What follows belongs to an exercise in optimizing a design on an open flow for a short achievable clock period; a production flow would make more cautious choices.
Power is estimated from default activity; no workload was simulated.

==> flow/design.v (excerpt) <==
module ajq_top #(
    parameter N_RX = 16,
    parameter N_TX = 16
) (
    input  wire        clk,
    input  wire        rst,
    input  wire        drx_req_valid,
    input  wire [39:0] drx_req,
    output wire        drx_req_ready,
    output reg         drx_rsp_valid,
    output wire [33:0] drx_rsp,
    input  wire        dtx_req_valid,
    input  wire [39:0] dtx_req,
    output wire        dtx_req_ready,
    output reg         dtx_rsp_valid,
    output wire [33:0] dtx_rsp,
    input  wire        m_req_valid,
    input  wire [39:0] m_req,
    output wire        m_req_ready,
    output reg         m_rsp_valid,
    output reg  [33:0] m_rsp,
    output wire        rxq_empty,
    output wire        rxq_full,
    output wire        txq_empty,
    output wire        txq_full,
    output wire        tx_irq_en,
    output wire [31:0] pkt
);
    reg [14:0] rt_q;         
    reg        rnf_q;        
    reg        rxe_q;        
    reg        rxf_q;        
    reg [15:0] rs_q;         
    reg [15:0] re_q;         
    reg [7:0]  rh_q;         
    reg [14:0] tt_q;
    reg        tnf_q;
    reg        txe_q;
    reg        txf_q;
    reg [15:0] ts_q;
    reg [15:0] te_q;
    reg        irq_q;        
    reg        nirq_q;       
    reg [4:0]  pos_q;        
    reg [7:0]  f0_q, f1_q, f2_q, f3_q;
    reg [7:0]  fx_q;         
    reg [31:0] pkt_q;
    reg        rdy_q;        
    reg        busy_q;       
    reg [3:0]  es_q;         
  ...
For scale: about 2,000 cells after synthesis, ~530 flip-flops, about 270 I/O pins.
==> flow/config.mk <==
export PLATFORM = sky130hd
export DESIGN_NAME = ajq_top
export DESIGN_NICKNAME = ajq_top
export VERILOG_FILES = /design/flow/design.v
export SDC_FILE = /design/flow/constraint.sdc
export NUM_CORES = 4
export LEC_CHECK = 0
export ABC_CLOCK_PERIOD_IN_PS = 1500
export CAP_MARGIN = 20
export CORE_MARGIN = 2
export CORE_UTILIZATION = 40
export SETUP_SLACK_MARGIN = 2.4
export SLEW_MARGIN = 20
export TNS_END_PERCENT = 100
==> flow/constraint.sdc <==
create_clock -name core_clock -period 4.0 [get_ports {clk}]
set_input_delay 0.8000 -clock core_clock [delete_from_list [all_inputs] [get_ports {clk}]]
set_output_delay 0.8000 -clock core_clock [all_outputs]
set_load 0.01 [all_outputs]
standard.sh (not shown) runs the stock make flow with config.mk's settings and CLKGATE_MAP_FILE= SYNTH_SCRIPT=/design/flow/synth_recipe.tcl, a recipe that flattens the netlist after the stock synthesis.
==> flow/flow/run.sh <==
#!/bin/bash
set -euo pipefail
export BUFFER_PORTS_ARGS="-buffer_cell sky130_fd_sc_hd__buf_8"
bash standard.sh MATCH_CELL_FOOTPRINT=0 finish > flow_make.log 2>&1
The first run finished with timing, DRC and antenna clean.
Edit:
==> flow/flow/run.sh (replaced) <==
#!/bin/bash
set -euo pipefail
export BUFFER_PORTS_ARGS="-buffer_cell sky130_fd_sc_hd__buf_4"
bash standard.sh MATCH_CELL_FOOTPRINT=0 finish > flow_make.log 2>&1
- ABC_CLOCK_PERIOD_IN_PS: 1500 -> 700
- SETUP_SLACK_MARGIN: 2.4 -> 2.2
Outcome:
- The changed run finished clean
- sequential cell count is unchanged
- clock-buffer cell count shrinks by 5
- global-route usage shrinks by 0.31 points
Edit:
- ABC_CLOCK_PERIOD_IN_PS: 700 -> 1500
- SETUP_SLACK_MARGIN: 2.2 -> 1.9
=> Hold slack degrades by 15 ps; final area drops by 7.4%; sequential cell count is unchanged; first-iteration DRC count climbs by 17%; power is about the same; setup slack hardly moves; non-clock buffer count drops by 60; fmax hardly moves.
Edit:
==> flow/flow/run.sh (replaced) <==
#!/bin/bash
set -euo pipefail
export BUFFER_PORTS_ARGS="-buffer_cell sky130_fd_sc_hd__buf_4"
export POST_RESIZE_TCL="$PWD/flow/size_inputs.tcl"
bash standard.sh MATCH_CELL_FOOTPRINT=0 finish > flow_make.log 2>&1
==> flow/flow/size_inputs.tcl (new file) <==
# Size each input port's buffer to the number of loads it drives.
set block [ord::get_db_block]
foreach bterm [$block getBTerms] {
  if { [$bterm getIoType] != "INPUT" || [$bterm getName] == "clk" } { continue }
  set net [$bterm getNet]
  if { $net == "NULL" } { continue }
  foreach iterm [$net getITerms] {
    set inst [$iterm getInst]
    set master [[$inst getMaster] getName]
    if { ![string match "sky130_fd_sc_hd__buf_*" $master] } { continue }
    set fo 0
    foreach it [$inst getITerms] {
      if { [$it isOutputSignal] } {
        set onet [$it getNet]
        if { $onet != "NULL" } { set fo [expr { [llength [$onet getITerms]] - 1 }] }
      }
    }
    if { $fo > 10 } {
      set new sky130_fd_sc_hd__buf_12
    } elseif { $fo > 4 } {
      set new sky130_fd_sc_hd__buf_8
    } else {
      continue
    }
    puts "size_inputs: [$inst getName] ([$bterm getName], $fo loads) $master -> $new"
    replace_cell [get_cells [$inst getName]] $new
  }
}
- SETUP_SLACK_MARGIN: 1.9 -> 2.4
Effect: The new run passed the timing, DRC and antenna checks; via count grows by 2.9%; setup slack improved by 38 ps; sequential cell count does not change; design area climbs by 9.0%; hold slack gains 71 ps; routed wire length increases by 6.1%; die area is unchanged.
Edit:
==> flow/flow/run.sh (replaced) <==
#!/bin/bash
set -euo pipefail
export BUFFER_PORTS_ARGS="-buffer_cell sky130_fd_sc_hd__buf_4"
bash standard.sh MATCH_CELL_FOOTPRINT=0 finish > flow_make.log 2>&1
removed: flow/flow/size_inputs.tcl
Result:
- The new run passed the timing, DRC and antenna checks
- design area climbs by 0.83%
- global-route usage climbs by 0.91 points
- combinational power climbs by about 0.6%
- sequential power stays flat
- via count climbs by about 1.2%
- wire length climbs by about 2.5%
- first-iteration DRC count climbs by 5.8%
- total power drops by 2.8%
- setup slack loses 5.4 ps
- final cell count climbs by 0.56%
- flip-flop and latch count does not change
Function was not checked in any run of this note: the RTL went through the layout flow alone.

---

== red ==
ajq_top, a different RTL version from the one above (not shown whole).
Size in the first run: roughly 2200 cells after synthesis, ~270 I/O pins, about 24000 µm² of cells after synthesis.
## ajq_top
module ajq_top #(
    parameter N_RX = 16,
    parameter N_TX = 16
) (
    input  wire        clk,
    input  wire        rst,
    input  wire        drx_req_valid,
    input  wire [39:0] drx_req,
    output wire        drx_req_ready,
    output reg         drx_rsp_valid,
    output wire [33:0] drx_rsp,
    input  wire        dtx_req_valid,
    input  wire [39:0] dtx_req,
    output wire        dtx_req_ready,
    output reg         dtx_rsp_valid,
    output wire [33:0] dtx_rsp,
    input  wire        m_req_valid,
    input  wire [39:0] m_req,
    output wire        m_req_ready,
    output reg         m_rsp_valid,
    output reg  [33:0] m_rsp,
    output wire        rxq_empty,
    output wire        rxq_full,
    output wire        txq_empty,
    output wire        txq_full,
    output wire        tx_irq_en,
    output wire [31:0] pkt
);
==> flow/config.mk <==
export PLATFORM = sky130hd
export DESIGN_NAME = ajq_top
export DESIGN_NICKNAME = ajq_top
export VERILOG_FILES = /design/flow/design.v
export SDC_FILE = /design/flow/constraint.sdc
export NUM_CORES = 4
export LEC_CHECK = 0
export ABC_CLOCK_PERIOD_IN_PS = 100
export CAP_MARGIN = 20
export CORE_MARGIN = 2
export CORE_UTILIZATION = 40
export SETUP_SLACK_MARGIN = 2.2
export SLEW_MARGIN = 20
export TNS_END_PERCENT = 100
==> flow/constraint.sdc <==
create_clock -name core_clock -period 4.0 [get_ports {clk}]
set_input_delay 0.8000 -clock core_clock [delete_from_list [all_inputs] [get_ports {clk}]]
set_output_delay 0.8000 -clock core_clock [all_outputs]
set_load 0.01 [all_outputs]
==> flow/flow/run.sh <==
#!/bin/bash
set -euo pipefail
export BUFFER_PORTS_ARGS="-buffer_cell sky130_fd_sc_hd__buf_4"
bash standard.sh MATCH_CELL_FOOTPRINT=0 finish > flow_make.log 2>&1
The flow did not stop early for red: all stages ran, and the layout cleared the timing, DRC and antenna checks.
#### Input delta (orange over red)
Settings: changing ABC_CLOCK_PERIOD_IN_PS from 100 to 1500; changing CORE_UTILIZATION from 40 to 65; setting PLACE_DENSITY to 0.75 for the first time.
Results
orange: all stages complete, timing, DRC and antenna checks passed
Relative to red, number of buffers and inverters on the critical path decreased by 2 in orange.
orange vs red, initial antenna violation count went up by 2.
orange gives more routing usage on met1 than red did.
Higher final area goes to red over orange.
Higher part of the power in registers goes to orange over red.
As far as count of buffers inserted at the top-level ports goes, red and orange are indistinguishable; the numbers are identical.
Number of detailed-route iterations in the first pass sits higher in orange than in red.
In the tables for red and orange, minimum setup slack in the final design reads higher with red.
Placeable core region was lower in orange than in red.
No run of this note included a check of the RTL's function; only the layout flow was run.

## separate check: timing with driven ports
Ports are ideal in the flow. The routed layouts listed here were re-timed in OpenROAD.
Step 1 (the two cells are an assumption about what drives the block):
set clk [get_ports {clk}]
set_driving_cell -lib_cell sky130_fd_sc_hd__clkbuf_16 $clk
set_driving_cell -lib_cell sky130_fd_sc_hd__buf_2 [delete_from_list [all_inputs] $clk]
Step 2, shift: input delay + t, output delay - t, t = (earliest + latest rising clock arrival at the registers) / 2. This alone moves slack from input paths to output paths.
Three values: no drivers, after step 1, after step 2; two values: the first two.
run | shift t [ns] | setup slack, ns | cell pins on the clock port's net
the first run of note 1 | 0.679 | 1.792 / 1.792 / 1.123 | 1
the second run of note 1 | 0.683 | 1.789 / 1.767 / 1.084 | 1
the third run of note 1 | 0.675 | 1.788 / 1.801 / 1.126 | 1
the fourth run of note 1 | 0.665 | 1.826 / 1.777 / 1.112 | 1
the fifth run of note 1 | 0.681 | 1.821 / 1.799 / 1.118 | 1
red | 0.678 | 1.772 / 1.711 / 1.032 | 1
orange | 0.673 | 1.376 / 1.409 / 0.736 | 1
After both steps setup and hold are still met in every run listed. The setup slack of red, which loses most, moves by -0.061 ns with the drivers and by -0.740 ns with both steps.
